What follows belongs to an exercise in optimizing a design on an open flow for small area, a short achievable clock period and few clock cycles; a production flow would make more cautious choices.
The RTL was checked by simulation tests, not by an equivalence proof against the original design.
Power and IR drop assume default switching activity.

==> flow/design.v, too long to show whole: its modules and the start of the top module <==
// module pfpp_engine: 1044 lines
module pfpp_engine (
    input  wire         clk,
    input  wire         rst,
    input  wire         cmd_valid,
    input  wire [63:0]  cmd_word,
    output wire         busy,
    output reg  [3:0]   err,
    output wire [31:0]  result,
    output reg  [127:0] dirty,
    input  wire         cfg_coalesce,
    input  wire [31:0]  cfg_opc,        
    input  wire [15:0]  cfg_nopb,       
    input  wire [2:0]   cfg_rowlen,
    input  wire [2:0]   cfg_endlen,
    input  wire [12:0]  cfg_src_len,    
    input  wire [8:0]   cfg_pal_len,    
    output wire [6:0]   fb_addr,
    output wire         fb_we,
    output wire [127:0] fb_wdata,
    input  wire [127:0] fb_rdata,
    output wire [11:0]  src_addr,
    input  wire [7:0]   src_rdata,
    output wire [7:0]   pal_addr,
    input  wire [23:0]  pal_rdata,
    output reg          bus_req,
    output reg  [1:0]   bus_kind,
    output reg  [7:0]   bus_byte,
    input  wire         bus_done,
    input  wire         bus_err
);
  // ...
==> flow/flow/run.sh <==
#!/bin/bash
set -euo pipefail
MARGIN=$(cat flow/margin.txt)
bash standard.sh SETUP_SLACK_MARGIN=$MARGIN finish > layout_make.log 2>&1
==> flow/flow/margin.txt <==
6.0
==> flow/standard.sh <==
#!/bin/bash
# synth_recipe.tcl (not shown) runs the flow's synth.tcl, then flattens the netlist and writes it again
# the make line also repeats each setting of config.mk as NAME=value (left out here)
make -C /OpenROAD-flow-scripts/flow DESIGN_CONFIG=/design/flow/config.mk WORK_HOME=/design/flow/orfs CLKGATE_MAP_FILE= SYNTH_SCRIPT=/design/flow/synth_recipe.tcl "${@:-finish}"
==> flow/config.mk <==
export PLATFORM = sky130hd
export DESIGN_NAME = pfpp_engine
export DESIGN_NICKNAME = pfpp_engine
export VERILOG_FILES = /design/flow/design.v
export SDC_FILE = /design/flow/constraint.sdc
export NUM_CORES = 4
export LEC_CHECK = 0
export CAP_MARGIN = 20
export CORE_MARGIN = 2
export CORE_UTILIZATION = 40
export SETUP_SLACK_MARGIN = 5
export SLEW_MARGIN = 20
==> flow/constraint.sdc <==
create_clock -name core_clock -period 10.0 [get_ports {clk}]
set_input_delay 2.0000 -clock core_clock [delete_from_list [all_inputs] [get_ports {clk}]]
set_output_delay 2.0000 -clock core_clock [all_outputs]
set_load 0.01 [all_outputs]
==> results.ini, run 1 <==
[global_route]
top_usage_layer = met2
grt_util_met3 = 0.0628

[setup_path]
cp.required_ns = 8.00
r2r_cells = 8
rrSetupSlack_ns = 6.23
end_kind = output port
cp_top_family = buffers and inverters
cp_slowest_cell = clkdlybuf4s50_1
path_max_fanout = 5

[finish]
sh_seq_area = 0.295
clockBufferCount = 86
num-nets-final = 4791
n_fill_cell = 8077
final_core_util = 0.510
num-multi-input-gates = 2783
seq_area_um2 = 13000
diodes = 7
buf_share = 0.148

[clocking]
cts_tree = done
post_cts_buffers = 0
cts-resized-gates = 3

[synth]
yosysSeqAreaShare = 0.373
syn_inst = 3791
synth_most_common_cell = nor2_1
synthTopCellsByCount = 441 x nor2_1, 314 x a21oi_1, 261 x dfxtp_1
ys_seq_elements = 521
synth_async_sr_flop_share = 0
ys_warn_count = 1
synthAdderAreaFrac = 0.105

[floorplan]
die_y_um = 300

[power_and_ir_drop]
peakVddDrop_v = 0.000122
power_frac_clock = 0.349

[timing]
slew_headroom = 0.231
fin_setup_tns_ns = 0
drv_slew = 0
max_freq_mhz = 259

[worst_hold_path]
hold_depth = 0

[detailed_routing]
top_layer_used = met5
wl_mm = 138
wl_met3_mm = 12.6
first_pass_iters = 8

[outcome]
outcome = finished clean

[job]
max_cap_viol_count = 0

[placement]
dp.cells = 5354
globalplace.congestion = 0.943

Testbench counts, summed over its fixed seeds: cycles 443,746.
==> module pfpp_engine, before the edit <==
module pfpp_engine (
    input  wire         clk,
    input  wire         rst,
    input  wire         cmd_valid,
    input  wire [63:0]  cmd_word,
    output wire         busy,
    output reg  [3:0]   err,
    output wire [31:0]  result,
    output reg  [127:0] dirty,
    input  wire         cfg_coalesce,
    input  wire [31:0]  cfg_opc,        
    input  wire [15:0]  cfg_nopb,       
    input  wire [2:0]   cfg_rowlen,
    input  wire [2:0]   cfg_endlen,
    input  wire [12:0]  cfg_src_len,    
    input  wire [8:0]   cfg_pal_len,    
    output wire [6:0]   fb_addr,
    output wire         fb_we,
    output wire [127:0] fb_wdata,
    input  wire [127:0] fb_rdata,
    output wire [11:0]  src_addr,
    input  wire [7:0]   src_rdata,
    output wire [7:0]   pal_addr,
    input  wire [23:0]  pal_rdata,
    output reg          bus_req,
    output reg  [1:0]   bus_kind,
    output reg  [7:0]   bus_byte,
    input  wire         bus_done,
    input  wire         bus_err
);
    localparam [3:0] OP_NOP = 4'h0, OP_CLEAR = 4'h1, OP_FLUSH = 4'h2,
                     OP_POINT = 4'h3, OP_HLINE = 4'h4, OP_VLINE = 4'h5,
                     OP_FILL = 4'h6, OP_BLIT = 4'h7, OP_QUANT = 4'h8,
                     OP_GLA = 4'h9, OP_XFORM = 4'hA;
    localparam [3:0] E_OK = 4'd0, E_ILLEGAL = 4'd1, E_RSVD = 4'd2,
                     E_BOUNDS = 4'd3, E_ALIGN = 4'd4, E_SRCRANGE = 4'd5,
                     E_PALRANGE = 4'd6, E_BUS = 4'd7;
    localparam [1:0] K_ASSERT = 2'd0, K_BYTE = 2'd1, K_DEASSERT = 2'd2;
    localparam integer I_IDLE = 0, I_CHK = 1, I_RAST = 2, I_BLIT = 3,
                       I_BUS = 4, I_CLRW = 5, I_REST = 6, I_QNT = 7;
    localparam [7:0] S_IDLE = 8'd1 << I_IDLE, S_CHK = 8'd1 << I_CHK,
                     S_RAST = 8'd1 << I_RAST, S_BLIT = 8'd1 << I_BLIT,
                     S_BUS = 8'd1 << I_BUS, S_CLRW = 8'd1 << I_CLRW,
                     S_REST = 8'd1 << I_REST, S_QNT = 8'd1 << I_QNT;
    localparam [1:0] T_CLR = 2'd0, T_UPD = 2'd1, T_NOP = 2'd2;
    localparam [2:0] P_ASSERT = 3'd0, P_CMD = 3'd1, P_SECOND = 3'd2,
                     P_ADDR = 3'd3, P_DATA = 3'd4, P_TRAIL = 3'd5,
                     P_DEASSERT = 3'd6;
    function [7:0] rev8;
        input [7:0] b;
        integer i;
        begin
            for (i = 0; i < 8; i = i + 1)
                rev8[i] = b[7-i];
        end
    endfunction
    reg [7:0]   state;
    reg         busy_r;
    reg [3:0]   code;          
    reg         fst, bz;       
    reg [3:0]   op;
    reg         col;
    reg [2:0]   fl;            
    reg [7:0]   xl, xr;        
    reg [7:0]   rrow;          
    reg [7:0]   rend;          
    reg [24:0]  fe;            
    reg         gA, gB, gC, gD;
    reg [6:0]   fa_r;
    reg         we_r;
    reg [127:0] rb;
    reg         isrd, rdv, full, zap;
    reg [6:0]   wrow;
    reg         v1, v2, v3, v4, v5, v6;
    reg         pcr, pbad, palerr, rbad;     
    reg [2:0]   boff_d;
    reg [7:0]   pa_r;
    reg [23:0]  palreg;
    reg [23:0]  ma, mb;
    reg         mnz;
    reg [15:0]  res;
    reg [2:0]   ph;
    reg [1:0]   tt;
    reg [3:0]   tk;
    reg [2:0]   tcnt;
    reg         tfail, tmore;
    reg [6:0]   bs;
    reg [6:0]   pe_r;          
    reg         pany_r, more_r;
    reg         dq_we, dq_val, dq_bulk, rlast;
    reg [6:0]   dq_addr;
    assign busy     = busy_r;
    assign result   = {16'd0, res};
    assign fb_addr  = fa_r;
    assign fb_we    = we_r;
    assign fb_wdata = rb;
    assign src_addr = fe[14:3];
    assign pal_addr = pa_r;
    wire bpp8   = fl[0];
    wire srclsb = fl[1];
    wire palq   = fl[2];
    wire lt1 = palreg[23] ^ palreg[21];
    wire lt2 = palreg[23] & palreg[21];
    wire lt3 = palreg[22] ^ palreg[21];
    wire lt4 = palreg[22] & palreg[21];
    wire lt5 = palreg[23] ^ palreg[22];
    wire lt6 = palreg[23] & palreg[22];
    wire lt7 = palreg[23] ^ palreg[20] ^ palreg[19];
    wire lt8 = (palreg[23] & palreg[20]) | (palreg[23] & palreg[19]) | (palreg[20] & palreg[19]);
    wire lt9 = palreg[16] ^ palreg[15];
    wire lt10 = palreg[16] & palreg[15];
    wire lt11 = palreg[21] ^ palreg[20] ^ palreg[17];
    wire lt12 = (palreg[21] & palreg[20]) | (palreg[21] & palreg[17]) | (palreg[20] & palreg[17]);
    wire lt13 = palreg[16] ^ palreg[11];
    wire lt14 = palreg[16] & palreg[11];
    wire lt15 = palreg[22] ^ palreg[21] ^ palreg[18];
    wire lt16 = (palreg[22] & palreg[21]) | (palreg[22] & palreg[18]) | (palreg[21] & palreg[18]);
    wire lt17 = palreg[17] ^ palreg[12] ^ palreg[11];
    wire lt18 = (palreg[17] & palreg[12]) | (palreg[17] & palreg[11]) | (palreg[12] & palreg[11]);
    wire lt19 = palreg[10] ^ palreg[8];
    wire lt20 = palreg[10] & palreg[8];
    wire lt21 = palreg[23] ^ palreg[22] ^ palreg[19];
    wire lt22 = (palreg[23] & palreg[22]) | (palreg[23] & palreg[19]) | (palreg[22] & palreg[19]);
    wire lt23 = palreg[18] ^ palreg[13] ^ palreg[12];
    wire lt24 = (palreg[18] & palreg[13]) | (palreg[18] & palreg[12]) | (palreg[13] & palreg[12]);
    wire lt25 = palreg[11] ^ palreg[9];
    wire lt26 = palreg[11] & palreg[9];
    wire lt27 = palreg[23] ^ palreg[20] ^ palreg[19];
    wire lt28 = (palreg[23] & palreg[20]) | (palreg[23] & palreg[19]) | (palreg[20] & palreg[19]);
    wire lt29 = palreg[16] ^ palreg[14] ^ palreg[13];
    wire lt30 = (palreg[16] & palreg[14]) | (palreg[16] & palreg[13]) | (palreg[14] & palreg[13]);
    wire lt31 = palreg[12] ^ palreg[10];
    wire lt32 = palreg[12] & palreg[10];
    wire lt33 = palreg[21] ^ palreg[20] ^ palreg[17];
    wire lt34 = (palreg[21] & palreg[20]) | (palreg[21] & palreg[17]) | (palreg[20] & palreg[17]);
    wire lt35 = palreg[15] ^ palreg[14] ^ palreg[13];
    wire lt36 = (palreg[15] & palreg[14]) | (palreg[15] & palreg[13]) | (palreg[14] & palreg[13]);
    wire lt37 = palreg[11] ^ palreg[8];
    wire lt38 = palreg[11] & palreg[8];
    wire lt39 = palreg[22] ^ palreg[21] ^ palreg[18];
    wire lt40 = (palreg[22] & palreg[21]) | (palreg[22] & palreg[18]) | (palreg[21] & palreg[18]);
    wire lt41 = palreg[15] ^ palreg[14] ^ palreg[12];
    wire lt42 = (palreg[15] & palreg[14]) | (palreg[15] & palreg[12]) | (palreg[14] & palreg[12]);
    wire lt43 = palreg[23] ^ palreg[22] ^ palreg[19];
    wire lt44 = (palreg[23] & palreg[22]) | (palreg[23] & palreg[19]) | (palreg[22] & palreg[19]);
    wire lt45 = palreg[19] ^ palreg[17];
    wire lt46 = palreg[19] & palreg[17];
    wire lt47 = palreg[20] ^ palreg[18] ^ palreg[17];
    wire lt48 = (palreg[20] & palreg[18]) | (palreg[20] & palreg[17]) | (palreg[18] & palreg[17]);
    wire lt49 = palreg[21] ^ palreg[19] ^ palreg[18];
    wire lt50 = (palreg[21] & palreg[19]) | (palreg[21] & palreg[18]) | (palreg[19] & palreg[18]);
    wire lt51 = palreg[12] ^ palreg[10];
    wire lt52 = palreg[12] & palreg[10];
    wire lt53 = palreg[22] ^ palreg[20] ^ palreg[19];
    wire lt54 = (palreg[22] & palreg[20]) | (palreg[22] & palreg[19]) | (palreg[20] & palreg[19]);
    wire lt55 = palreg[16] ^ palreg[13] ^ palreg[11];
    wire lt56 = (palreg[16] & palreg[13]) | (palreg[16] & palreg[11]) | (palreg[13] & palreg[11]);
    wire lt57 = palreg[6] ^ palreg[3];
    wire lt58 = palreg[6] & palreg[3];
    wire lt59 = lt1 ^ palreg[20] ^ palreg[17];
    wire lt60 = (lt1 & palreg[20]) | (lt1 & palreg[17]) | (palreg[20] & palreg[17]);
    wire lt61 = palreg[16] ^ palreg[14] ^ palreg[12];
    wire lt62 = (palreg[16] & palreg[14]) | (palreg[16] & palreg[12]) | (palreg[14] & palreg[12]);
    wire lt63 = palreg[7] ^ palreg[4] ^ palreg[2];
    wire lt64 = (palreg[7] & palreg[4]) | (palreg[7] & palreg[2]) | (palreg[4] & palreg[2]);
    wire lt65 = lt3 ^ palreg[18] ^ palreg[17];
    wire lt66 = (lt3 & palreg[18]) | (lt3 & palreg[17]) | (palreg[18] & palreg[17]);
    wire lt67 = palreg[15] ^ palreg[13] ^ palreg[8];
    wire lt68 = (palreg[15] & palreg[13]) | (palreg[15] & palreg[8]) | (palreg[13] & palreg[8]);
    wire lt69 = palreg[5] ^ palreg[3] ^ lt2;
    wire lt70 = (palreg[5] & palreg[3]) | (palreg[5] & lt2) | (palreg[3] & lt2);
    wire lt71 = lt5 ^ palreg[19] ^ palreg[18];
    wire lt72 = (lt5 & palreg[19]) | (lt5 & palreg[18]) | (palreg[19] & palreg[18]);
    wire lt73 = palreg[14] ^ palreg[9] ^ palreg[8];
    wire lt74 = (palreg[14] & palreg[9]) | (palreg[14] & palreg[8]) | (palreg[9] & palreg[8]);
    wire lt75 = palreg[6] ^ palreg[4] ^ lt4;
    wire lt76 = (palreg[6] & palreg[4]) | (palreg[6] & lt4) | (palreg[4] & lt4);
    wire lt77 = lt7 ^ lt9 ^ palreg[10];
    wire lt78 = (lt7 & lt9) | (lt7 & palreg[10]) | (lt9 & palreg[10]);
    wire lt79 = palreg[9] ^ palreg[8] ^ palreg[7];
    wire lt80 = (palreg[9] & palreg[8]) | (palreg[9] & palreg[7]) | (palreg[8] & palreg[7]);
    wire lt81 = palreg[5] ^ palreg[0] ^ lt6;
    wire lt82 = (palreg[5] & palreg[0]) | (palreg[5] & lt6) | (palreg[0] & lt6);
    wire lt83 = lt11 ^ lt13 ^ palreg[10];
    wire lt84 = (lt11 & lt13) | (lt11 & palreg[10]) | (lt13 & palreg[10]);
    wire lt85 = palreg[9] ^ palreg[6] ^ palreg[1];
    wire lt86 = (palreg[9] & palreg[6]) | (palreg[9] & palreg[1]) | (palreg[6] & palreg[1]);
    wire lt87 = palreg[0] ^ lt8 ^ lt10;
    wire lt88 = (palreg[0] & lt8) | (palreg[0] & lt10) | (lt8 & lt10);
    wire lt89 = lt15 ^ lt17 ^ lt19;
    wire lt90 = (lt15 & lt17) | (lt15 & lt19) | (lt17 & lt19);
    wire lt91 = palreg[7] ^ palreg[2] ^ palreg[1];
    wire lt92 = (palreg[7] & palreg[2]) | (palreg[7] & palreg[1]) | (palreg[2] & palreg[1]);
    wire lt93 = palreg[0] ^ lt12 ^ lt14;
    wire lt94 = (palreg[0] & lt12) | (palreg[0] & lt14) | (lt12 & lt14);
    wire lt95 = lt21 ^ lt23 ^ lt25;
    wire lt96 = (lt21 & lt23) | (lt21 & lt25) | (lt23 & lt25);
    wire lt97 = palreg[3] ^ palreg[2] ^ palreg[1];
    wire lt98 = (palreg[3] & palreg[2]) | (palreg[3] & palreg[1]) | (palreg[2] & palreg[1]);
    wire lt99 = lt16 ^ lt18 ^ lt20;
    wire lt100 = (lt16 & lt18) | (lt16 & lt20) | (lt18 & lt20);
    wire lt101 = lt27 ^ lt29 ^ lt31;
    wire lt102 = (lt27 & lt29) | (lt27 & lt31) | (lt29 & lt31);
    wire lt103 = palreg[4] ^ palreg[3] ^ palreg[2];
    wire lt104 = (palreg[4] & palreg[3]) | (palreg[4] & palreg[2]) | (palreg[3] & palreg[2]);
    wire lt105 = lt22 ^ lt24 ^ lt26;
    wire lt106 = (lt22 & lt24) | (lt22 & lt26) | (lt24 & lt26);
    wire lt107 = lt33 ^ lt35 ^ lt37;
    wire lt108 = (lt33 & lt35) | (lt33 & lt37) | (lt35 & lt37);
    wire lt109 = palreg[5] ^ palreg[4] ^ palreg[3];
    wire lt110 = (palreg[5] & palreg[4]) | (palreg[5] & palreg[3]) | (palreg[4] & palreg[3]);
    wire lt111 = lt28 ^ lt30 ^ lt32;
    wire lt112 = (lt28 & lt30) | (lt28 & lt32) | (lt30 & lt32);
    wire lt113 = lt39 ^ lt41 ^ palreg[9];
    wire lt114 = (lt39 & lt41) | (lt39 & palreg[9]) | (lt41 & palreg[9]);
    wire lt115 = palreg[6] ^ palreg[5] ^ palreg[4];
    wire lt116 = (palreg[6] & palreg[5]) | (palreg[6] & palreg[4]) | (palreg[5] & palreg[4]);
    wire lt117 = lt34 ^ lt36 ^ lt38;
    wire lt118 = (lt34 & lt36) | (lt34 & lt38) | (lt36 & lt38);
    wire lt119 = lt43 ^ palreg[15] ^ palreg[13];
    wire lt120 = (lt43 & palreg[15]) | (lt43 & palreg[13]) | (palreg[15] & palreg[13]);
    wire lt121 = palreg[10] ^ palreg[7] ^ palreg[6];
    wire lt122 = (palreg[10] & palreg[7]) | (palreg[10] & palreg[6]) | (palreg[7] & palreg[6]);
    wire lt123 = palreg[5] ^ lt40 ^ lt42;
    wire lt124 = (palreg[5] & lt40) | (palreg[5] & lt42) | (lt40 & lt42);
    wire lt125 = palreg[23] ^ palreg[20] ^ palreg[14];
    wire lt126 = (palreg[23] & palreg[20]) | (palreg[23] & palreg[14]) | (palreg[20] & palreg[14]);
    wire lt127 = palreg[11] ^ palreg[7] ^ palreg[6];
    wire lt128 = (palreg[11] & palreg[7]) | (palreg[11] & palreg[6]) | (palreg[7] & palreg[6]);
    wire lt129 = lt45 ^ palreg[16] ^ palreg[10];
    wire lt130 = (lt45 & palreg[16]) | (lt45 & palreg[10]) | (palreg[16] & palreg[10]);
    wire lt131 = lt47 ^ palreg[11] ^ palreg[9];
    wire lt132 = (lt47 & palreg[11]) | (lt47 & palreg[9]) | (palreg[11] & palreg[9]);
    wire lt133 = palreg[4] ^ palreg[1];
    wire lt134 = palreg[4] & palreg[1];
    wire lt135 = lt49 ^ lt51 ^ palreg[5];
    wire lt136 = (lt49 & lt51) | (lt49 & palreg[5]) | (lt51 & palreg[5]);
    wire lt137 = palreg[2] ^ palreg[0] ^ lt48;
    wire lt138 = (palreg[2] & palreg[0]) | (palreg[2] & lt48) | (palreg[0] & lt48);
    wire lt139 = lt53 ^ lt55 ^ lt57;
    wire lt140 = (lt53 & lt55) | (lt53 & lt57) | (lt55 & lt57);
    wire lt141 = palreg[1] ^ lt50 ^ lt52;
    wire lt142 = (palreg[1] & lt50) | (palreg[1] & lt52) | (lt50 & lt52);
    wire lt143 = lt59 ^ lt61 ^ lt63;
    wire lt144 = (lt59 & lt61) | (lt59 & lt63) | (lt61 & lt63);
    wire lt145 = lt54 ^ lt56 ^ lt58;
    wire lt146 = (lt54 & lt56) | (lt54 & lt58) | (lt56 & lt58);
    wire lt147 = lt65 ^ lt67 ^ lt69;
    wire lt148 = (lt65 & lt67) | (lt65 & lt69) | (lt67 & lt69);
    wire lt149 = lt60 ^ lt62 ^ lt64;
    wire lt150 = (lt60 & lt62) | (lt60 & lt64) | (lt62 & lt64);
    wire lt151 = lt71 ^ lt73 ^ lt75;
    wire lt152 = (lt71 & lt73) | (lt71 & lt75) | (lt73 & lt75);
    wire lt153 = lt66 ^ lt68 ^ lt70;
    wire lt154 = (lt66 & lt68) | (lt66 & lt70) | (lt68 & lt70);
    wire lt155 = lt77 ^ lt79 ^ lt81;
    wire lt156 = (lt77 & lt79) | (lt77 & lt81) | (lt79 & lt81);
    wire lt157 = lt72 ^ lt74 ^ lt76;
    wire lt158 = (lt72 & lt74) | (lt72 & lt76) | (lt74 & lt76);
    wire lt159 = lt83 ^ lt85 ^ lt87;
    wire lt160 = (lt83 & lt85) | (lt83 & lt87) | (lt85 & lt87);
    wire lt161 = lt78 ^ lt80 ^ lt82;
    wire lt162 = (lt78 & lt80) | (lt78 & lt82) | (lt80 & lt82);
    wire lt163 = lt89 ^ lt91 ^ lt93;
    wire lt164 = (lt89 & lt91) | (lt89 & lt93) | (lt91 & lt93);
    wire lt165 = lt84 ^ lt86 ^ lt88;
    wire lt166 = (lt84 & lt86) | (lt84 & lt88) | (lt86 & lt88);
    wire lt167 = lt95 ^ lt97 ^ lt99;
    wire lt168 = (lt95 & lt97) | (lt95 & lt99) | (lt97 & lt99);
    wire lt169 = lt90 ^ lt92 ^ lt94;
    wire lt170 = (lt90 & lt92) | (lt90 & lt94) | (lt92 & lt94);
    wire lt171 = lt101 ^ lt103 ^ lt105;
    wire lt172 = (lt101 & lt103) | (lt101 & lt105) | (lt103 & lt105);
    wire lt173 = lt96 ^ lt98 ^ lt100;
    wire lt174 = (lt96 & lt98) | (lt96 & lt100) | (lt98 & lt100);
    wire lt175 = lt107 ^ lt109 ^ lt111;
    wire lt176 = (lt107 & lt109) | (lt107 & lt111) | (lt109 & lt111);
    wire lt177 = lt102 ^ lt104 ^ lt106;
    wire lt178 = (lt102 & lt104) | (lt102 & lt106) | (lt104 & lt106);
    wire lt179 = lt113 ^ lt115 ^ lt117;
    wire lt180 = (lt113 & lt115) | (lt113 & lt117) | (lt115 & lt117);
    wire lt181 = lt108 ^ lt110 ^ lt112;
    wire lt182 = (lt108 & lt110) | (lt108 & lt112) | (lt110 & lt112);
    wire lt183 = lt119 ^ lt121 ^ lt123;
    wire lt184 = (lt119 & lt121) | (lt119 & lt123) | (lt121 & lt123);
    wire lt185 = lt114 ^ lt116 ^ lt118;
    wire lt186 = (lt114 & lt116) | (lt114 & lt118) | (lt116 & lt118);
    wire lt187 = lt125 ^ lt127 ^ lt44;
    wire lt188 = (lt125 & lt127) | (lt125 & lt44) | (lt127 & lt44);
    wire lt189 = lt120 ^ lt122 ^ lt124;
    wire lt190 = (lt120 & lt122) | (lt120 & lt124) | (lt122 & lt124);
    wire lt191 = palreg[21] ^ palreg[15] ^ palreg[12];
    wire lt192 = (palreg[21] & palreg[15]) | (palreg[21] & palreg[12]) | (palreg[15] & palreg[12]);
    wire lt193 = palreg[7] ^ lt126 ^ lt128;
    wire lt194 = (palreg[7] & lt126) | (palreg[7] & lt128) | (lt126 & lt128);
    wire lt195 = palreg[18] ^ palreg[16];
    wire lt196 = palreg[18] & palreg[16];
    wire lt197 = lt129 ^ palreg[8] ^ palreg[3];
    wire lt198 = (lt129 & palreg[8]) | (lt129 & palreg[3]) | (palreg[8] & palreg[3]);
    wire lt199 = lt131 ^ lt133 ^ lt46;
    wire lt200 = (lt131 & lt133) | (lt131 & lt46) | (lt133 & lt46);
    wire lt201 = lt135 ^ lt137 ^ lt132;
    wire lt202 = (lt135 & lt137) | (lt135 & lt132) | (lt137 & lt132);
    wire lt203 = lt139 ^ lt141 ^ lt136;
    wire lt204 = (lt139 & lt141) | (lt139 & lt136) | (lt141 & lt136);
    wire lt205 = lt143 ^ lt145 ^ lt140;
    wire lt206 = (lt143 & lt145) | (lt143 & lt140) | (lt145 & lt140);
    wire lt207 = lt147 ^ lt149 ^ lt144;
    wire lt208 = (lt147 & lt149) | (lt147 & lt144) | (lt149 & lt144);
    wire lt209 = lt151 ^ lt153 ^ lt148;
    wire lt210 = (lt151 & lt153) | (lt151 & lt148) | (lt153 & lt148);
    wire lt211 = lt155 ^ lt157 ^ lt152;
    wire lt212 = (lt155 & lt157) | (lt155 & lt152) | (lt157 & lt152);
    wire lt213 = lt159 ^ lt161 ^ lt156;
    wire lt214 = (lt159 & lt161) | (lt159 & lt156) | (lt161 & lt156);
    wire lt215 = lt163 ^ lt165 ^ lt160;
    wire lt216 = (lt163 & lt165) | (lt163 & lt160) | (lt165 & lt160);
    wire lt217 = lt167 ^ lt169 ^ lt164;
    wire lt218 = (lt167 & lt169) | (lt167 & lt164) | (lt169 & lt164);
    wire lt219 = lt171 ^ lt173 ^ lt168;
    wire lt220 = (lt171 & lt173) | (lt171 & lt168) | (lt173 & lt168);
    wire lt221 = lt175 ^ lt177 ^ lt172;
    wire lt222 = (lt175 & lt177) | (lt175 & lt172) | (lt177 & lt172);
    wire lt223 = lt179 ^ lt181 ^ lt176;
    wire lt224 = (lt179 & lt181) | (lt179 & lt176) | (lt181 & lt176);
    wire lt225 = lt183 ^ lt185 ^ lt180;
    wire lt226 = (lt183 & lt185) | (lt183 & lt180) | (lt185 & lt180);
    wire lt227 = lt187 ^ lt189 ^ lt184;
    wire lt228 = (lt187 & lt189) | (lt187 & lt184) | (lt189 & lt184);
    wire lt229 = lt191 ^ lt193 ^ lt188;
    wire lt230 = (lt191 & lt193) | (lt191 & lt188) | (lt193 & lt188);
    wire lt231 = palreg[22] ^ palreg[13] ^ lt192;
    wire lt232 = (palreg[22] & palreg[13]) | (palreg[22] & lt192) | (palreg[13] & lt192);
    wire lt233 = palreg[17] ^ palreg[8];
    wire lt234 = palreg[17] & palreg[8];
    wire lt235 = lt195 ^ palreg[9] ^ palreg[2];
    wire lt236 = (lt195 & palreg[9]) | (lt195 & palreg[2]) | (palreg[9] & palreg[2]);
    wire lt237 = lt197 ^ palreg[0] ^ lt196;
    wire lt238 = (lt197 & palreg[0]) | (lt197 & lt196) | (palreg[0] & lt196);
    wire lt239 = lt199 ^ lt130 ^ lt198;
    wire lt240 = (lt199 & lt130) | (lt199 & lt198) | (lt130 & lt198);
    wire lt241 = lt201 ^ lt134 ^ lt200;
    wire lt242 = (lt201 & lt134) | (lt201 & lt200) | (lt134 & lt200);
    wire lt243 = lt203 ^ lt138 ^ lt202;
    wire lt244 = (lt203 & lt138) | (lt203 & lt202) | (lt138 & lt202);
    wire lt245 = lt205 ^ lt142 ^ lt204;
    wire lt246 = (lt205 & lt142) | (lt205 & lt204) | (lt142 & lt204);
    wire lt247 = lt207 ^ lt146 ^ lt206;
    wire lt248 = (lt207 & lt146) | (lt207 & lt206) | (lt146 & lt206);
    wire lt249 = lt209 ^ lt150 ^ lt208;
    wire lt250 = (lt209 & lt150) | (lt209 & lt208) | (lt150 & lt208);
    wire lt251 = lt211 ^ lt154 ^ lt210;
    wire lt252 = (lt211 & lt154) | (lt211 & lt210) | (lt154 & lt210);
    wire lt253 = lt213 ^ lt158 ^ lt212;
    wire lt254 = (lt213 & lt158) | (lt213 & lt212) | (lt158 & lt212);
    wire lt255 = lt215 ^ lt162 ^ lt214;
    wire lt256 = (lt215 & lt162) | (lt215 & lt214) | (lt162 & lt214);
    wire lt257 = lt217 ^ lt166 ^ lt216;
    wire lt258 = (lt217 & lt166) | (lt217 & lt216) | (lt166 & lt216);
    wire lt259 = lt219 ^ lt170 ^ lt218;
    wire lt260 = (lt219 & lt170) | (lt219 & lt218) | (lt170 & lt218);
    wire lt261 = lt221 ^ lt174 ^ lt220;
    wire lt262 = (lt221 & lt174) | (lt221 & lt220) | (lt174 & lt220);
    wire lt263 = lt223 ^ lt178 ^ lt222;
    wire lt264 = (lt223 & lt178) | (lt223 & lt222) | (lt178 & lt222);
    wire lt265 = lt225 ^ lt182 ^ lt224;
    wire lt266 = (lt225 & lt182) | (lt225 & lt224) | (lt182 & lt224);
    wire lt267 = lt227 ^ lt186 ^ lt226;
    wire lt268 = (lt227 & lt186) | (lt227 & lt226) | (lt186 & lt226);
    wire lt269 = lt229 ^ lt190 ^ lt228;
    wire lt270 = (lt229 & lt190) | (lt229 & lt228) | (lt190 & lt228);
    wire lt271 = lt231 ^ lt194 ^ lt230;
    wire lt272 = (lt231 & lt194) | (lt231 & lt230) | (lt194 & lt230);
    wire lt273 = palreg[23] ^ palreg[14] ^ lt232;
    wire lt274 = (palreg[23] & palreg[14]) | (palreg[23] & lt232) | (palreg[14] & lt232);
    wire [23:0] la = {1'b0, palreg[15], lt273, lt271, lt269, lt267, lt265, lt263, lt261, lt259, lt257, lt255, lt253, lt251, lt249, lt247, lt245, lt243, lt241, lt239, lt237, lt235, lt233, palreg[16]};
    wire [23:0] lb = {1'b0, lt274, lt272, lt270, lt268, lt266, lt264, lt262, lt260, lt258, lt256, lt254, lt252, lt250, lt248, lt246, lt244, lt242, lt240, lt238, lt236, lt234, palreg[1], palreg[0]};
    wire [23:0] kp0 = ma ^ mb;
    wire [23:0] kg0 = ma & mb;
    wire [23:0] kg1, kp1;
    assign kg1[0] = kg0[0];
    assign kp1[0] = kp0[0];
    assign kg1[1] = kg0[1] | (kp0[1] & kg0[0]);
    assign kp1[1] = kp0[1] & kp0[0];
    assign kg1[2] = kg0[2] | (kp0[2] & kg0[1]);
    assign kp1[2] = kp0[2] & kp0[1];
    assign kg1[3] = kg0[3] | (kp0[3] & kg0[2]);
    assign kp1[3] = kp0[3] & kp0[2];
    assign kg1[4] = kg0[4] | (kp0[4] & kg0[3]);
    assign kp1[4] = kp0[4] & kp0[3];
    assign kg1[5] = kg0[5] | (kp0[5] & kg0[4]);
    assign kp1[5] = kp0[5] & kp0[4];
    assign kg1[6] = kg0[6] | (kp0[6] & kg0[5]);
    assign kp1[6] = kp0[6] & kp0[5];
    assign kg1[7] = kg0[7] | (kp0[7] & kg0[6]);
    assign kp1[7] = kp0[7] & kp0[6];
    assign kg1[8] = kg0[8] | (kp0[8] & kg0[7]);
    assign kp1[8] = kp0[8] & kp0[7];
    assign kg1[9] = kg0[9] | (kp0[9] & kg0[8]);
    assign kp1[9] = kp0[9] & kp0[8];
    assign kg1[10] = kg0[10] | (kp0[10] & kg0[9]);
    assign kp1[10] = kp0[10] & kp0[9];
    assign kg1[11] = kg0[11] | (kp0[11] & kg0[10]);
    assign kp1[11] = kp0[11] & kp0[10];
    assign kg1[12] = kg0[12] | (kp0[12] & kg0[11]);
    assign kp1[12] = kp0[12] & kp0[11];
    assign kg1[13] = kg0[13] | (kp0[13] & kg0[12]);
    assign kp1[13] = kp0[13] & kp0[12];
    assign kg1[14] = kg0[14] | (kp0[14] & kg0[13]);
    assign kp1[14] = kp0[14] & kp0[13];
    assign kg1[15] = kg0[15] | (kp0[15] & kg0[14]);
    assign kp1[15] = kp0[15] & kp0[14];
    assign kg1[16] = kg0[16] | (kp0[16] & kg0[15]);
    assign kp1[16] = kp0[16] & kp0[15];
    assign kg1[17] = kg0[17] | (kp0[17] & kg0[16]);
    assign kp1[17] = kp0[17] & kp0[16];
    assign kg1[18] = kg0[18] | (kp0[18] & kg0[17]);
    assign kp1[18] = kp0[18] & kp0[17];
    assign kg1[19] = kg0[19] | (kp0[19] & kg0[18]);
    assign kp1[19] = kp0[19] & kp0[18];
    assign kg1[20] = kg0[20] | (kp0[20] & kg0[19]);
    assign kp1[20] = kp0[20] & kp0[19];
    assign kg1[21] = kg0[21] | (kp0[21] & kg0[20]);
    assign kp1[21] = kp0[21] & kp0[20];
    assign kg1[22] = kg0[22] | (kp0[22] & kg0[21]);
    assign kp1[22] = kp0[22] & kp0[21];
    assign kg1[23] = kg0[23] | (kp0[23] & kg0[22]);
    assign kp1[23] = kp0[23] & kp0[22];
    wire [23:0] kg2, kp2;
    assign kg2[0] = kg1[0];
    assign kp2[0] = kp1[0];
    assign kg2[1] = kg1[1];
    assign kp2[1] = kp1[1];
    assign kg2[2] = kg1[2] | (kp1[2] & kg1[0]);
    assign kp2[2] = kp1[2] & kp1[0];
    assign kg2[3] = kg1[3] | (kp1[3] & kg1[1]);
    assign kp2[3] = kp1[3] & kp1[1];
    assign kg2[4] = kg1[4] | (kp1[4] & kg1[2]);
    assign kp2[4] = kp1[4] & kp1[2];
    assign kg2[5] = kg1[5] | (kp1[5] & kg1[3]);
    assign kp2[5] = kp1[5] & kp1[3];
    assign kg2[6] = kg1[6] | (kp1[6] & kg1[4]);
    assign kp2[6] = kp1[6] & kp1[4];
    assign kg2[7] = kg1[7] | (kp1[7] & kg1[5]);
    assign kp2[7] = kp1[7] & kp1[5];
    assign kg2[8] = kg1[8] | (kp1[8] & kg1[6]);
    assign kp2[8] = kp1[8] & kp1[6];
    assign kg2[9] = kg1[9] | (kp1[9] & kg1[7]);
    assign kp2[9] = kp1[9] & kp1[7];
    assign kg2[10] = kg1[10] | (kp1[10] & kg1[8]);
    assign kp2[10] = kp1[10] & kp1[8];
    assign kg2[11] = kg1[11] | (kp1[11] & kg1[9]);
    assign kp2[11] = kp1[11] & kp1[9];
    assign kg2[12] = kg1[12] | (kp1[12] & kg1[10]);
    assign kp2[12] = kp1[12] & kp1[10];
    assign kg2[13] = kg1[13] | (kp1[13] & kg1[11]);
    assign kp2[13] = kp1[13] & kp1[11];
    assign kg2[14] = kg1[14] | (kp1[14] & kg1[12]);
    assign kp2[14] = kp1[14] & kp1[12];
    assign kg2[15] = kg1[15] | (kp1[15] & kg1[13]);
    assign kp2[15] = kp1[15] & kp1[13];
    assign kg2[16] = kg1[16] | (kp1[16] & kg1[14]);
    assign kp2[16] = kp1[16] & kp1[14];
    assign kg2[17] = kg1[17] | (kp1[17] & kg1[15]);
    assign kp2[17] = kp1[17] & kp1[15];
    assign kg2[18] = kg1[18] | (kp1[18] & kg1[16]);
    assign kp2[18] = kp1[18] & kp1[16];
    assign kg2[19] = kg1[19] | (kp1[19] & kg1[17]);
    assign kp2[19] = kp1[19] & kp1[17];
    assign kg2[20] = kg1[20] | (kp1[20] & kg1[18]);
    assign kp2[20] = kp1[20] & kp1[18];
    assign kg2[21] = kg1[21] | (kp1[21] & kg1[19]);
    assign kp2[21] = kp1[21] & kp1[19];
    assign kg2[22] = kg1[22] | (kp1[22] & kg1[20]);
    assign kp2[22] = kp1[22] & kp1[20];
    assign kg2[23] = kg1[23] | (kp1[23] & kg1[21]);
    assign kp2[23] = kp1[23] & kp1[21];
    wire [23:0] kg3, kp3;
    assign kg3[0] = kg2[0];
    assign kp3[0] = kp2[0];
    assign kg3[1] = kg2[1];
    assign kp3[1] = kp2[1];
    assign kg3[2] = kg2[2];
    assign kp3[2] = kp2[2];
    assign kg3[3] = kg2[3];
    assign kp3[3] = kp2[3];
    assign kg3[4] = kg2[4] | (kp2[4] & kg2[0]);
    assign kp3[4] = kp2[4] & kp2[0];
    assign kg3[5] = kg2[5] | (kp2[5] & kg2[1]);
    assign kp3[5] = kp2[5] & kp2[1];
    assign kg3[6] = kg2[6] | (kp2[6] & kg2[2]);
    assign kp3[6] = kp2[6] & kp2[2];
    assign kg3[7] = kg2[7] | (kp2[7] & kg2[3]);
    assign kp3[7] = kp2[7] & kp2[3];
    assign kg3[8] = kg2[8] | (kp2[8] & kg2[4]);
    assign kp3[8] = kp2[8] & kp2[4];
    assign kg3[9] = kg2[9] | (kp2[9] & kg2[5]);
    assign kp3[9] = kp2[9] & kp2[5];
    assign kg3[10] = kg2[10] | (kp2[10] & kg2[6]);
    assign kp3[10] = kp2[10] & kp2[6];
    assign kg3[11] = kg2[11] | (kp2[11] & kg2[7]);
    assign kp3[11] = kp2[11] & kp2[7];
    assign kg3[12] = kg2[12] | (kp2[12] & kg2[8]);
    assign kp3[12] = kp2[12] & kp2[8];
    assign kg3[13] = kg2[13] | (kp2[13] & kg2[9]);
    assign kp3[13] = kp2[13] & kp2[9];
    assign kg3[14] = kg2[14] | (kp2[14] & kg2[10]);
    assign kp3[14] = kp2[14] & kp2[10];
    assign kg3[15] = kg2[15] | (kp2[15] & kg2[11]);
    assign kp3[15] = kp2[15] & kp2[11];
    assign kg3[16] = kg2[16] | (kp2[16] & kg2[12]);
    assign kp3[16] = kp2[16] & kp2[12];
    assign kg3[17] = kg2[17] | (kp2[17] & kg2[13]);
    assign kp3[17] = kp2[17] & kp2[13];
    assign kg3[18] = kg2[18] | (kp2[18] & kg2[14]);
    assign kp3[18] = kp2[18] & kp2[14];
    assign kg3[19] = kg2[19] | (kp2[19] & kg2[15]);
    assign kp3[19] = kp2[19] & kp2[15];
    assign kg3[20] = kg2[20] | (kp2[20] & kg2[16]);
    assign kp3[20] = kp2[20] & kp2[16];
    assign kg3[21] = kg2[21] | (kp2[21] & kg2[17]);
    assign kp3[21] = kp2[21] & kp2[17];
    assign kg3[22] = kg2[22] | (kp2[22] & kg2[18]);
    assign kp3[22] = kp2[22] & kp2[18];
    assign kg3[23] = kg2[23] | (kp2[23] & kg2[19]);
    assign kp3[23] = kp2[23] & kp2[19];
    wire [23:0] kg4, kp4;
    assign kg4[0] = kg3[0];
    assign kp4[0] = kp3[0];
    assign kg4[1] = kg3[1];
    assign kp4[1] = kp3[1];
    assign kg4[2] = kg3[2];
    assign kp4[2] = kp3[2];
    assign kg4[3] = kg3[3];
    assign kp4[3] = kp3[3];
    assign kg4[4] = kg3[4];
    assign kp4[4] = kp3[4];
    assign kg4[5] = kg3[5];
    assign kp4[5] = kp3[5];
    assign kg4[6] = kg3[6];
    assign kp4[6] = kp3[6];
    assign kg4[7] = kg3[7];
    assign kp4[7] = kp3[7];
    assign kg4[8] = kg3[8] | (kp3[8] & kg3[0]);
    assign kp4[8] = kp3[8] & kp3[0];
    assign kg4[9] = kg3[9] | (kp3[9] & kg3[1]);
    assign kp4[9] = kp3[9] & kp3[1];
    assign kg4[10] = kg3[10] | (kp3[10] & kg3[2]);
    assign kp4[10] = kp3[10] & kp3[2];
    assign kg4[11] = kg3[11] | (kp3[11] & kg3[3]);
    assign kp4[11] = kp3[11] & kp3[3];
    assign kg4[12] = kg3[12] | (kp3[12] & kg3[4]);
    assign kp4[12] = kp3[12] & kp3[4];
    assign kg4[13] = kg3[13] | (kp3[13] & kg3[5]);
    assign kp4[13] = kp3[13] & kp3[5];
    assign kg4[14] = kg3[14] | (kp3[14] & kg3[6]);
    assign kp4[14] = kp3[14] & kp3[6];
    assign kg4[15] = kg3[15] | (kp3[15] & kg3[7]);
    assign kp4[15] = kp3[15] & kp3[7];
    assign kg4[16] = kg3[16] | (kp3[16] & kg3[8]);
    assign kp4[16] = kp3[16] & kp3[8];
    assign kg4[17] = kg3[17] | (kp3[17] & kg3[9]);
    assign kp4[17] = kp3[17] & kp3[9];
    assign kg4[18] = kg3[18] | (kp3[18] & kg3[10]);
    assign kp4[18] = kp3[18] & kp3[10];
    assign kg4[19] = kg3[19] | (kp3[19] & kg3[11]);
    assign kp4[19] = kp3[19] & kp3[11];
    assign kg4[20] = kg3[20] | (kp3[20] & kg3[12]);
    assign kp4[20] = kp3[20] & kp3[12];
    assign kg4[21] = kg3[21] | (kp3[21] & kg3[13]);
    assign kp4[21] = kp3[21] & kp3[13];
    assign kg4[22] = kg3[22] | (kp3[22] & kg3[14]);
    assign kp4[22] = kp3[22] & kp3[14];
    assign kg4[23] = kg3[23] | (kp3[23] & kg3[15]);
    assign kp4[23] = kp3[23] & kp3[15];
    wire [23:0] kg5, kp5;
    assign kg5[0] = kg4[0];
    assign kp5[0] = kp4[0];
    assign kg5[1] = kg4[1];
    assign kp5[1] = kp4[1];
    assign kg5[2] = kg4[2];
    assign kp5[2] = kp4[2];
    assign kg5[3] = kg4[3];
    assign kp5[3] = kp4[3];
    assign kg5[4] = kg4[4];
    assign kp5[4] = kp4[4];
    assign kg5[5] = kg4[5];
    assign kp5[5] = kp4[5];
    assign kg5[6] = kg4[6];
    assign kp5[6] = kp4[6];
    assign kg5[7] = kg4[7];
    assign kp5[7] = kp4[7];
    assign kg5[8] = kg4[8];
    assign kp5[8] = kp4[8];
    assign kg5[9] = kg4[9];
    assign kp5[9] = kp4[9];
    assign kg5[10] = kg4[10];
    assign kp5[10] = kp4[10];
    assign kg5[11] = kg4[11];
    assign kp5[11] = kp4[11];
    assign kg5[12] = kg4[12];
    assign kp5[12] = kp4[12];
    assign kg5[13] = kg4[13];
    assign kp5[13] = kp4[13];
    assign kg5[14] = kg4[14];
    assign kp5[14] = kp4[14];
    assign kg5[15] = kg4[15];
    assign kp5[15] = kp4[15];
    assign kg5[16] = kg4[16] | (kp4[16] & kg4[0]);
    assign kp5[16] = kp4[16] & kp4[0];
    assign kg5[17] = kg4[17] | (kp4[17] & kg4[1]);
    assign kp5[17] = kp4[17] & kp4[1];
    assign kg5[18] = kg4[18] | (kp4[18] & kg4[2]);
    assign kp5[18] = kp4[18] & kp4[2];
    assign kg5[19] = kg4[19] | (kp4[19] & kg4[3]);
    assign kp5[19] = kp4[19] & kp4[3];
    assign kg5[20] = kg4[20] | (kp4[20] & kg4[4]);
    assign kp5[20] = kp4[20] & kp4[4];
    assign kg5[21] = kg4[21] | (kp4[21] & kg4[5]);
    assign kp5[21] = kp4[21] & kp4[5];
    assign kg5[22] = kg4[22] | (kp4[22] & kg4[6]);
    assign kp5[22] = kp4[22] & kp4[6];
    assign kg5[23] = kg4[23] | (kp4[23] & kg4[7]);
    assign kp5[23] = kp4[23] & kp4[7];
    wire [23:0] lsum = kp0 ^ {kg5[22:0], 1'b0};
    wire        pixcol = palq ? mnz : lsum[23];
    wire men  = zap | (rdv && state[I_RAST]) | (v6 && state[I_BLIT]);
    wire colv = (state[I_BLIT]) ? pcr : col;
    wire [3:0] xlh = xl[6:3], xrh = xr[6:3];
    wire [2:0] xll = xl[2:0], xrl = xr[2:0];
    wire       hsame = (xlh == xrh);
    reg  [15:0] mgF, mgA, mgB;
    reg  [7:0]  lA, lB;
    reg  [127:0] m;
    integer c;
    always @(*) begin
        for (c = 0; c < 16; c = c + 1) begin
            mgF[c] = men && (c[3:0] > xlh) && (c[3:0] < xrh);
            mgA[c] = men && (c[3:0] == xlh);
            mgB[c] = men && (c[3:0] == xrh) && !hsame;
        end
        for (c = 0; c < 8; c = c + 1) begin
            lA[c] = (c[2:0] >= xll) && (!hsame || (c[2:0] <= xrl));
            lB[c] = (c[2:0] <= xrl);
        end
        for (c = 0; c < 128; c = c + 1)
            m[c] = mgF[c/8] | (mgA[c/8] & lA[c%8]) | (mgB[c/8] & lB[c%8]);
    end
    reg [127:0] pa0;
    reg [63:0]  pa1;  reg [63:0]  pi1;
    reg [31:0]  pa2;  reg [63:0]  pi2;
    reg [15:0]  pa3;  reg [47:0]  pi3;
    reg [7:0]   pa4;  reg [31:0]  pi4;
    reg [3:0]   pa5;  reg [19:0]  pi5;
    reg [1:0]   pa6;  reg [11:0]  pi6;
    reg         pany; reg [6:0]   pe;
    integer k;
    always @(*) begin
        pa0 = dirty;
        for (k = 0; k < 64; k = k + 1) begin
            pa1[k] = pa0[2*k] | pa0[2*k+1];
            pi1[k] = ~pa0[2*k];
        end
        for (k = 0; k < 32; k = k + 1) begin
            pa2[k] = pa1[2*k] | pa1[2*k+1];
            pi2[2*k +: 2] = pa1[2*k] ? {1'b0, pi1[2*k]} : {1'b1, pi1[2*k+1]};
        end
        for (k = 0; k < 16; k = k + 1) begin
            pa3[k] = pa2[2*k] | pa2[2*k+1];
            pi3[3*k +: 3] = pa2[2*k] ? {1'b0, pi2[4*k +: 2]} : {1'b1, pi2[4*k+2 +: 2]};
        end
        for (k = 0; k < 8; k = k + 1) begin
            pa4[k] = pa3[2*k] | pa3[2*k+1];
            pi4[4*k +: 4] = pa3[2*k] ? {1'b0, pi3[6*k +: 3]} : {1'b1, pi3[6*k+3 +: 3]};
        end
        for (k = 0; k < 4; k = k + 1) begin
            pa5[k] = pa4[2*k] | pa4[2*k+1];
            pi5[5*k +: 5] = pa4[2*k] ? {1'b0, pi4[8*k +: 4]} : {1'b1, pi4[8*k+4 +: 4]};
        end
        for (k = 0; k < 2; k = k + 1) begin
            pa6[k] = pa5[2*k] | pa5[2*k+1];
            pi6[6*k +: 6] = pa5[2*k] ? {1'b0, pi5[10*k +: 5]} : {1'b1, pi5[10*k+5 +: 5]};
        end
        pany = pa6[0] | pa6[1];
        pe   = pa6[0] ? {1'b0, pi6[5:0]} : {1'b1, pi6[11:6]};
    end
    wire isblit  = (op == OP_BLIT);
    wire israst  = (op == OP_POINT) || (op == OP_HLINE) || (op == OP_VLINE) || (op == OP_FILL);
    wire gE      = |fe[23:0];
    wire gfl     = |fl;
    reg  rsvd_bad;
    always @(*) begin
        case (op)
            OP_NOP, OP_CLEAR, OP_FLUSH: rsvd_bad = gE | gD | gC | gB | gA | gfl | col;
            OP_POINT:                   rsvd_bad = gE | gD | gC | gfl;
            OP_HLINE, OP_VLINE:         rsvd_bad = gE | gD | gfl;
            OP_FILL:                    rsvd_bad = gE | gfl;
            OP_BLIT:                    rsvd_bad = gD | col | (fl[0] & fl[1]);
            OP_QUANT:                   rsvd_bad = gD | gC | gB | gA | gfl | col;
            default:                    rsvd_bad = gE | gD | gC | gB | gfl | col;
        endcase
    end
    wire rast_bad  = (xl > xr) || xr[7] || xl[7] || (rrow > rend) || rend[7] || rrow[7];
    wire blit_bad  = xl[7] || rrow[7] || (({1'b0, xl} + {1'b0, rend}) > 9'd128);
    wire bounds_bad = (israst && rast_bad) || (isblit && blit_bad) || ((op == OP_GLA) && xl[7]);
    wire align_bad = isblit && bpp8 && (fe[2:0] != 3'd0);
    wire rng_bad = (fe > {9'd0, cfg_src_len, 3'd0});
    wire [3:0] ccode = (op > OP_XFORM) ? E_ILLEGAL :
                       rsvd_bad        ? E_RSVD :
                       bounds_bad      ? E_BOUNDS :
                       align_bad       ? E_ALIGN : E_OK;
    wire [2:0] bsel = srclsb ? boff_d : ~boff_d;
    wire [7:0] idx  = bpp8 ? src_rdata : {7'd0, src_rdata[bsel]};
    wire       pal_bad = {1'b0, pa_r} >= cfg_pal_len;
    always @(posedge clk) begin
        for (c = 0; c < 128; c = c + 1)
            rb[c] <= m[c] ? colv : (rdv ? fb_rdata[c] : rb[c]);
    end
    always @(posedge clk) begin
        palreg <= (state[I_IDLE]) ? cmd_word[63:40] : pal_rdata;
        ma     <= la;
        mb     <= lb;
        mnz    <= |palreg[7:0];
        pa_r   <= idx;
        pcr    <= pixcol;
        boff_d <= fe[2:0];
    end
    wire       rdone  = (rrow[6:0] == rend[6:0]);
    wire       full_n = rdv | (full & ~we_r);
    wire       lastw  = we_r && (wrow == rend[6:0]);
    wire [6:0] wrow_n = we_r ? wrow + 7'd1 : wrow;
    wire [7:0] rrow_i = rrow + 8'd1;
    wire [7:0] fbyte   = fb_rdata[tk*8 +: 8];
    wire [7:0] fbyte0  = fb_rdata[7:0];
    wire [7:0] gla_row = rev8({1'b0, rrow[6:0]} + 8'd1);
    wire       more    = cfg_coalesce && pany && (pe == rrow_i[6:0]) && (rrow[6:0] != 7'd127);
    always @(posedge clk) begin
        pe_r   <= pe;
        pany_r <= pany;
        more_r <= more;
    end
    integer r;
    always @(posedge clk) begin
        if (rst)
            dirty <= 128'd0;
        else if (dq_bulk)
            dirty <= {128{tfail}};
        else
            for (r = 0; r < 128; r = r + 1)
                if (dq_we && dq_addr == r) dirty[r] <= dq_val;
    end
    always @(posedge clk) begin
        if (rst) begin
            state   <= S_IDLE;
            busy_r  <= 1'b0;
            err     <= E_OK;
            res     <= 16'd0;
            bus_req <= 1'b0;
            we_r    <= 1'b0;
            zap     <= 1'b0;
            rdv     <= 1'b0;
            v1 <= 1'b0; v2 <= 1'b0; v3 <= 1'b0; v4 <= 1'b0; v5 <= 1'b0; v6 <= 1'b0;
            pbad <= 1'b0;
            dq_we <= 1'b0; dq_bulk <= 1'b0;
        end else begin
            zap <= 1'b0;
            dq_we <= 1'b0; dq_bulk <= 1'b0;
            rdv <= isrd;
            v2 <= v1; v3 <= v2; v4 <= v3; v5 <= v4; v6 <= v5;
            pbad <= v2 && pal_bad;
            case (1'b1)
                state[I_IDLE]: begin
                    op   <= cmd_word[3:0];
                    col  <= cmd_word[4];
                    fl   <= cmd_word[7:5];
                    xl   <= cmd_word[15:8];
                    case (cmd_word[3:0])
                        OP_POINT, OP_VLINE, OP_BLIT: xr <= cmd_word[15:8];
                        OP_HLINE:                    xr <= cmd_word[23:16];
                        default:                     xr <= cmd_word[31:24];
                    endcase
                    if (cmd_word[3:0] == OP_HLINE) begin
                        rrow <= cmd_word[31:24];
                        fa_r <= cmd_word[30:24];
                    end else begin
                        rrow <= cmd_word[23:16];
                        fa_r <= cmd_word[22:16];
                    end
                    case (cmd_word[3:0])
                        OP_POINT: rend <= cmd_word[23:16];
                        OP_FILL:  rend <= cmd_word[39:32];
                        default:  rend <= cmd_word[31:24];
                    endcase
                    fe   <= {1'b0, cmd_word[63:40]};
                    gA   <= |cmd_word[15:8];
                    gB   <= |cmd_word[23:16];
                    gC   <= |cmd_word[31:24];
                    gD   <= |cmd_word[39:32];
                    isrd <= 1'b1;
                    rdv  <= 1'b0;
                    full <= 1'b0;
                    we_r <= 1'b0;
                    v1   <= 1'b0;
                    tfail <= 1'b0;
                    if (cmd_valid) begin
                        state  <= S_CHK;
                        busy_r <= 1'b1;
                        err    <= E_OK;
                    end
                end
                state[I_CHK]: begin
                    isrd <= 1'b0;
                    code <= ccode;
                    fst  <= 1'b1;
                    bz   <= (rend == 8'd0);
                    if (op > OP_XFORM) begin
                        err <= E_ILLEGAL; state <= S_IDLE; busy_r <= 1'b0;
                    end else if (rsvd_bad) begin
                        err <= E_RSVD; state <= S_IDLE; busy_r <= 1'b0;
                    end else begin
                        case (op)
                            OP_CLEAR: begin
                                xr <= 8'd127; zap <= 1'b1;
                                tt <= T_CLR; ph <= P_ASSERT;
                                bus_req <= 1'b1; bus_kind <= K_ASSERT;
                                state <= S_BUS;
                            end
                            OP_FLUSH: begin
                                tt <= pany_r ? T_UPD : T_NOP; ph <= P_ASSERT;
                                rrow <= {1'b0, pe_r}; fa_r <= pe_r; bs <= pe_r;
                                bus_req <= 1'b1; bus_kind <= K_ASSERT;
                                state <= S_BUS;
                            end
                            OP_POINT, OP_HLINE, OP_VLINE, OP_FILL: begin
                                wrow <= rrow[6:0];
                                if (!rdone) begin
                                    rrow <= rrow_i; fa_r <= rrow_i[6:0]; isrd <= 1'b1;
                                end
                                state <= S_RAST;
                            end
                            OP_BLIT: begin
                                palerr <= 1'b0;
                                if (rend != 8'd0) begin
                                    v1   <= 1'b1;
                                    fe   <= fe + (bpp8 ? 25'd8 : 25'd1);
                                    rend <= rend - 8'd1;
                                end
                                state <= S_BLIT;
                            end
                            OP_QUANT: state <= S_QNT;
                            OP_GLA: begin
                                if (xl[7]) begin
                                    err <= E_BOUNDS;
                                end else begin
                                    res <= {8'd0, rev8(xl + 8'd1)};
                                    err <= E_OK;
                                end
                                state <= S_IDLE; busy_r <= 1'b0;
                            end
                            OP_XFORM: begin
                                res <= {8'd0, ~rev8(xl)};
                                err <= E_OK; state <= S_IDLE; busy_r <= 1'b0;
                            end
                            default: begin
                                err <= E_OK; state <= S_IDLE; busy_r <= 1'b0;
                            end
                        endcase
                    end
                end
                state[I_QNT]: begin
                    if (code == E_OK)
                        res <= {lsum[23:16], 7'd0, lsum[23]};
                    err <= code; state <= S_IDLE; busy_r <= 1'b0;
                end
                state[I_RAST]: begin
                    fst  <= 1'b0;
                    full <= full_n;
                    wrow <= wrow_n;
                    if (fst && code != E_OK) begin
                        we_r <= 1'b0; isrd <= 1'b0;
                        err <= code; state <= S_IDLE; busy_r <= 1'b0;
                    end else if (lastw) begin
                        we_r <= 1'b0; isrd <= 1'b0;
                        err <= E_OK; state <= S_IDLE; busy_r <= 1'b0;
                    end else if ((we_r || !full_n) && !rdone) begin
                        rrow <= rrow_i; fa_r <= rrow_i[6:0];
                        isrd <= 1'b1; we_r <= 1'b0;
                    end else if (full_n) begin
                        fa_r <= wrow_n; we_r <= 1'b1; isrd <= 1'b0;
                        dq_we <= 1'b1; dq_addr <= wrow_n; dq_val <= 1'b1;
                    end else begin
                        we_r <= 1'b0; isrd <= 1'b0;
                    end
                end
                state[I_BLIT]: begin
                    fst <= 1'b0;
                    if (rend != 8'd0) begin
                        v1   <= 1'b1;
                        fe   <= fe + (bpp8 ? 25'd8 : 25'd1);
                        rend <= rend - 8'd1;
                    end else begin
                        v1 <= 1'b0;
                    end
                    if (v6) begin
                        xl <= xl + 8'd1;
                        xr <= xl + 8'd1;
                    end
                    rbad   <= rng_bad;
                    palerr <= palerr | pbad;
                    if (fst && (code != E_OK || bz)) begin
                        v1 <= 1'b0; v2 <= 1'b0; v3 <= 1'b0; v4 <= 1'b0; v5 <= 1'b0; v6 <= 1'b0;
                        err <= (code != E_OK) ? code : (rng_bad ? E_SRCRANGE : E_OK);
                        state <= S_IDLE; busy_r <= 1'b0;
                    end else if (we_r) begin
                        we_r <= 1'b0;
                        err <= E_OK; state <= S_IDLE; busy_r <= 1'b0;
                    end else if (v3 && !v2 && (rbad || palerr || pbad)) begin
                        v1 <= 1'b0; v2 <= 1'b0; v3 <= 1'b0; v4 <= 1'b0; v5 <= 1'b0; v6 <= 1'b0;
                        err <= rbad ? E_SRCRANGE : E_PALRANGE;
                        state <= S_IDLE; busy_r <= 1'b0;
                    end else if (v6 && !v5) begin
                        we_r <= 1'b1;
                        dq_we <= 1'b1; dq_addr <= rrow[6:0]; dq_val <= 1'b1;
                    end
                end
                state[I_CLRW]: begin
                    fa_r <= fa_r + 7'd1;
                    dq_bulk <= (fa_r == 7'd126);
                    if (fa_r == 7'd127) begin
                        we_r <= 1'b0;
                        err <= code; state <= S_IDLE; busy_r <= 1'b0;
                    end
                end
                state[I_REST]: begin
                    if (rlast) begin
                        err <= E_BUS; state <= S_IDLE; busy_r <= 1'b0;
                    end else begin
                        dq_we <= 1'b1; dq_addr <= rrow[6:0]; dq_val <= 1'b1;
                        rrow <= rrow - 8'd1;
                        rlast <= (rrow[6:0] == bs);
                    end
                end
                state[I_BUS]: begin
                    if (bus_done) begin
                        if (ph == P_DEASSERT) begin
                            case (tt)
                                T_CLR: begin
                                    bus_req <= 1'b0;
                                    tfail <= tfail | bus_err;
                                    code  <= (tfail | bus_err) ? E_BUS : E_OK;
                                    fa_r  <= 7'd0; we_r <= 1'b1;
                                    state <= S_CLRW;
                                end
                                T_NOP: begin
                                    bus_req <= 1'b0;
                                    err <= (tfail | bus_err) ? E_BUS : E_OK;
                                    state <= S_IDLE; busy_r <= 1'b0;
                                end
                                default: begin
                                    if (tfail | bus_err) begin
                                        bus_req <= 1'b0;
                                        rlast <= 1'b0;
                                        state <= S_REST;
                                    end else begin
                                        tt <= pany_r ? T_UPD : T_NOP;
                                        rrow <= {1'b0, pe_r}; fa_r <= pe_r; bs <= pe_r;
                                        tfail <= 1'b0;
                                        ph <= P_ASSERT; bus_kind <= K_ASSERT;
                                    end
                                end
                            endcase
                        end else if (bus_err) begin
                            tfail <= 1'b1;
                            ph <= P_DEASSERT; bus_kind <= K_DEASSERT;
                        end else begin
                            case (ph)
                                P_ASSERT: begin
                                    ph <= P_CMD; bus_kind <= K_BYTE;
                                    bus_byte <= (tt == T_CLR) ? cfg_opc[15:8] :
                                                (tt == T_UPD) ? cfg_opc[7:0] : cfg_nopb[7:0];
                                end
                                P_CMD: begin
                                    if (tt == T_UPD) begin
                                        ph <= P_ADDR; bus_byte <= gla_row;
                                    end else begin
                                        ph <= P_SECOND;
                                        bus_byte <= (tt == T_CLR) ? cfg_opc[23:16] : cfg_nopb[15:8];
                                    end
                                end
                                P_SECOND: begin
                                    ph <= P_DEASSERT; bus_kind <= K_DEASSERT;
                                end
                                P_ADDR: begin
                                    ph <= P_DATA; tk <= 4'd0;
                                    dq_we <= 1'b1; dq_addr <= rrow[6:0]; dq_val <= 1'b0;
                                    bus_byte <= ~rev8(fbyte0);
                                end
                                P_DATA: begin
                                    if (tk != 4'd15) begin
                                        tk <= tk + 4'd1;
                                        bus_byte <= ~rev8(fb_rdata[(tk + 4'd1)*8 +: 8]);
                                        if (tk == 4'd14) begin
                                            tmore <= more_r;
                                            if (more_r) begin
                                                rrow <= rrow_i; fa_r <= rrow_i[6:0];
                                            end
                                        end
                                    end else if (tmore) begin
                                        if (cfg_rowlen == 3'd0) begin
                                            ph <= P_ADDR; bus_byte <= gla_row;
                                        end else begin
                                            ph <= P_TRAIL; tcnt <= cfg_rowlen;
                                            bus_byte <= cfg_opc[31:24];
                                        end
                                    end else begin
                                        if (cfg_endlen == 3'd0) begin
                                            ph <= P_DEASSERT; bus_kind <= K_DEASSERT;
                                        end else begin
                                            ph <= P_TRAIL; tcnt <= cfg_endlen;
                                            bus_byte <= cfg_opc[31:24];
                                        end
                                    end
                                end
                                P_TRAIL: begin
                                    if (tcnt != 3'd1) begin
                                        tcnt <= tcnt - 3'd1;
                                    end else if (tmore) begin
                                        ph <= P_ADDR; bus_kind <= K_BYTE; bus_byte <= gla_row;
                                    end else begin
                                        ph <= P_DEASSERT; bus_kind <= K_DEASSERT;
                                    end
                                end
                                default: ;
                            endcase
                        end
                    end
                end
                default: begin
                    state <= S_IDLE; busy_r <= 1'b0;
                end
            endcase
        end
    end
endmodule
==> run 2: changes to the inputs <==
--- a/flow/design.v
+++ b/flow/design.v
@@ -66,3 +66,4 @@
     reg [7:0]   rend;          
-    reg [24:0]  fe;            
+    reg [15:0]  fe;            
+    reg         fhi;           
     reg         gA, gB, gC, gD;
@@ -688,3 +689,3 @@
     wire israst  = (op == OP_POINT) || (op == OP_HLINE) || (op == OP_VLINE) || (op == OP_FILL);
-    wire gE      = |fe[23:0];
+    wire gE      = fhi | (|fe);
     wire gfl     = |fl;
@@ -706,3 +707,4 @@
     wire align_bad = isblit && bpp8 && (fe[2:0] != 3'd0);
-    wire rng_bad = (fe > {9'd0, cfg_src_len, 3'd0});
+    wire rng_bad = fhi || (fe > {cfg_src_len, 3'd0});
+    wire [16:0] fe_n = {1'b0, fe} + (bpp8 ? 17'd8 : 17'd1);
     wire [3:0] ccode = (op > OP_XFORM) ? E_ILLEGAL :
@@ -793,3 +795,4 @@
                     endcase
-                    fe   <= {1'b0, cmd_word[63:40]};
+                    fe   <= cmd_word[55:40];
+                    fhi  <= |cmd_word[63:56];
                     gA   <= |cmd_word[15:8];
@@ -844,3 +847,3 @@
                                     v1   <= 1'b1;
-                                    fe   <= fe + (bpp8 ? 25'd8 : 25'd1);
+                                    fe   <= fe_n[15:0]; fhi <= fhi | fe_n[16];
                                     rend <= rend - 8'd1;
@@ -898,3 +901,3 @@
                         v1   <= 1'b1;
-                        fe   <= fe + (bpp8 ? 25'd8 : 25'd1);
+                        fe   <= fe_n[15:0]; fhi <= fhi | fe_n[16];
                         rend <= rend - 8'd1;
==> flow/flow/margin.txt (replaced) <==
6.5
==> run 2 against run 1 <==
Highest routed layer unchanged. Die area down 1.4%. Still clean. Synthesized cell count down 2.6%. Largest power group unchanged. Total power up 0.74%.
==> results.ini, run 2 <==
[outcome]
outcome = finished clean  ; unchanged

[clocking]
cts_tree = done  ; unchanged
clock-sinks = 513  ; was 521
clockRootBuffer = clkbuf_16  ; unchanged
cts_max_level = 3  ; was 2

[worst_hold_path]
min-delay-start = v4  ; was fe[0]
hold_depth = 1  ; was 0

[placement]
hpwl_mm = 107  ; was 105 mm
globalplace.congestion = 0.979  ; was 0.943

[detailed_routing]
num_vias = 31800  ; was 32100
first_pass_iters = 6  ; was 8
wl_mm = 143  ; was 138 mm

[finish]
biggestRegsByFlops = dirty: 128 flops, rb: 128 flops, palreg: 24 flops  ; was dirty: 128 flops, rb: 128 flops, fe: 25 flops
num-nets-final = 4759  ; was 4791
n_fill_cell = 8024  ; was 8077
mostFrequentLayoutCell = nor2_1  ; was clkdlybuf4s50_1
seq_area_um2 = 12900  ; was 13000 um^2

[timing]
fin_setup_tns_ns = 0  ; unchanged
slew_headroom = 0.270  ; was 0.231
drv_slew = 0  ; unchanged
worstMarginPinSlew_ns = 1.10  ; was 1.15 ns
min_period_over_period = 0.352  ; was 0.387
max_freq_mhz = 284  ; was 259 MHz

[synth]
synth_top_cell_by_area = edfxtp_1  ; unchanged
ys_warn_count = 1  ; unchanged
synth_async_sr_flop_share = 0  ; unchanged
synthTopCellsByArea = edfxtp_1 22%, dfxtp_1 15%, fa_1 6.9%, mux2_2 5.3%, nor2_1 4.8%  ; was edfxtp_1 22%, dfxtp_1 15%, fa_1 6.8%, nor2_1 4.7%, mux2_2 4.7%
synth_most_common_cell = nor2_1  ; unchanged
yosysSeqAreaShare = 0.371  ; was 0.373
syn_inst = 3694  ; was 3791
yosysUniqueCellTypes = 87  ; was 92
ys_seq_elements = 513  ; was 521
synthTopCellsByCount = 440 x nor2_1, 312 x a21oi_1, 261 x dfxtp_1  ; was 441 x nor2_1, 314 x a21oi_1, 261 x dfxtp_1
synth_edf_count = 252  ; was 260

[setup_path]
path_max_fanout = 17  ; was 5
rrSetupSlack_ns = 6.55  ; was 6.23 ns
cp_slowest_cell = or4_4  ; was clkdlybuf4s50_1
cp.required_ns = 10.25  ; was 8.00 ns
r2r_cells = 8  ; unchanged
end_kind = flip-flop  ; was output port

[power_and_ir_drop]
peakVddDrop_v = 0.000176  ; was 0.000122 V
switching_share = 0.328  ; was 0.317
power_frac_clock = 0.342  ; was 0.349

[floorplan]
fp.coreArea_um2 = 85300  ; was 86600 um^2
die_y_um = 297  ; was 300 um
die-area_um2 = 88400  ; was 89700 um^2

[job]
max_cap_viol_count = 0  ; unchanged

[global_route]
track_usage = 0.312  ; was 0.297
grt_max_degree = 91  ; was 106

run 2: cell families (layout without fill, tap and decap cells):
group	after synthesis	in the layout	synth area share
AOI/OAI and AO/OA	851	851	0.158
other	1	22	0.000109
buffers and inverters	485	1060	0.0560
adders and majority gates	219	219	0.106
muxes	343	343	0.117
and+or+nand+nor	1197	1197	0.170
xor gates and xnor gates	85	85	0.0216
DFF	513	513	0.371
run 2: power groups by stage:
stage	combinational [mW]	sequential [mW]	clock (mW)
6_report	2.04	2.54	2.38
5_1_grt	2.31	2.55	2.49
4_1_cts	2.04	2.54	2.42
3_5_place_dp	2.00	2.60	0
3_3_place_gp	1.97	2.60	0
2_1_floorplan	1.27	2.52	0
run 2: timing repair:
item,CTS,global route
gates resized for setup,426,115
setup buffers,33,15
gates cloned,0,1
pin swaps,18,16
endpoints found under the setup margin,486,217
run 2: how the worst max path moves through the flow:
stage,startpoint,to,cells after the start
5_1_grt,rst,tk[1],5
2_1_floorplan,rst,bus_byte[0],5
4_1_cts,xr[6],rb[63],9
3_5_place_dp,bus_err,fa_r[3],8
6_report,rst,tk[1],5
3_3_place_gp,bus_err,fa_r[2],8
run 2: worst max-delay path, delay by kind of cell:
kind	cells	cell delay, ns
simple gates	3	1.12
compound gates	1	0.44
buf+inv	1	0.19
run 2: metrics by stage:
step                       util  cell area (um^2)  setup WS (ns)  std cells  power (mW)
after floorplan               -             34700           6.30       3710        3.79
after global placement    0.488             41600           5.34       5261        4.57
after detailed placement  0.488             41600           5.29       5261        4.60
after CTS                 0.515             43900           6.37       5413        7.00
after global routing      0.521             44500           6.44       5433        7.35
final                     0.521             44500           6.48       5434        6.96
run 2: final cells by class:
| type | instances | share of cell area |
|---|---|---|
| Timing Repair Buffer | 714 | 0.150 |
| Clock buffer | 93 | 0.0415 |
| Clock inverter | 26 | 0.00613 |
| Antenna cell | 5 | 0.000281 |
| Inverter | 227 | 0.0194 |
| Sequential cell | 513 | 0.291 |
| Multi-Input combinational cell | 2712 | 0.460 |
| Tap cell | 1144 | 0.0322 |
run 2: per-layer routing:
metal  wire length (um)  up-vias  part of all wire  track usage
li1                   -    14400                 -            -
met1              58100    15500              0.41        0.400
met2              67600     1528              0.47        0.515
met3              10800      340             0.075       0.0616
met4               6580        6             0.046        0.130
met5                 45        -           0.00031            0
Testbench counts of run 2, summed over its fixed seeds: cycles 443,746.

Setup slack of run 2, layout unchanged: 6.478 ns with ideal ports, 6.460 ns with driving cells assumed (clock clkbuf_16, inputs buf_2), 5.834 ns with port delays also shifted by the 0.680 ns mid clock arrival.
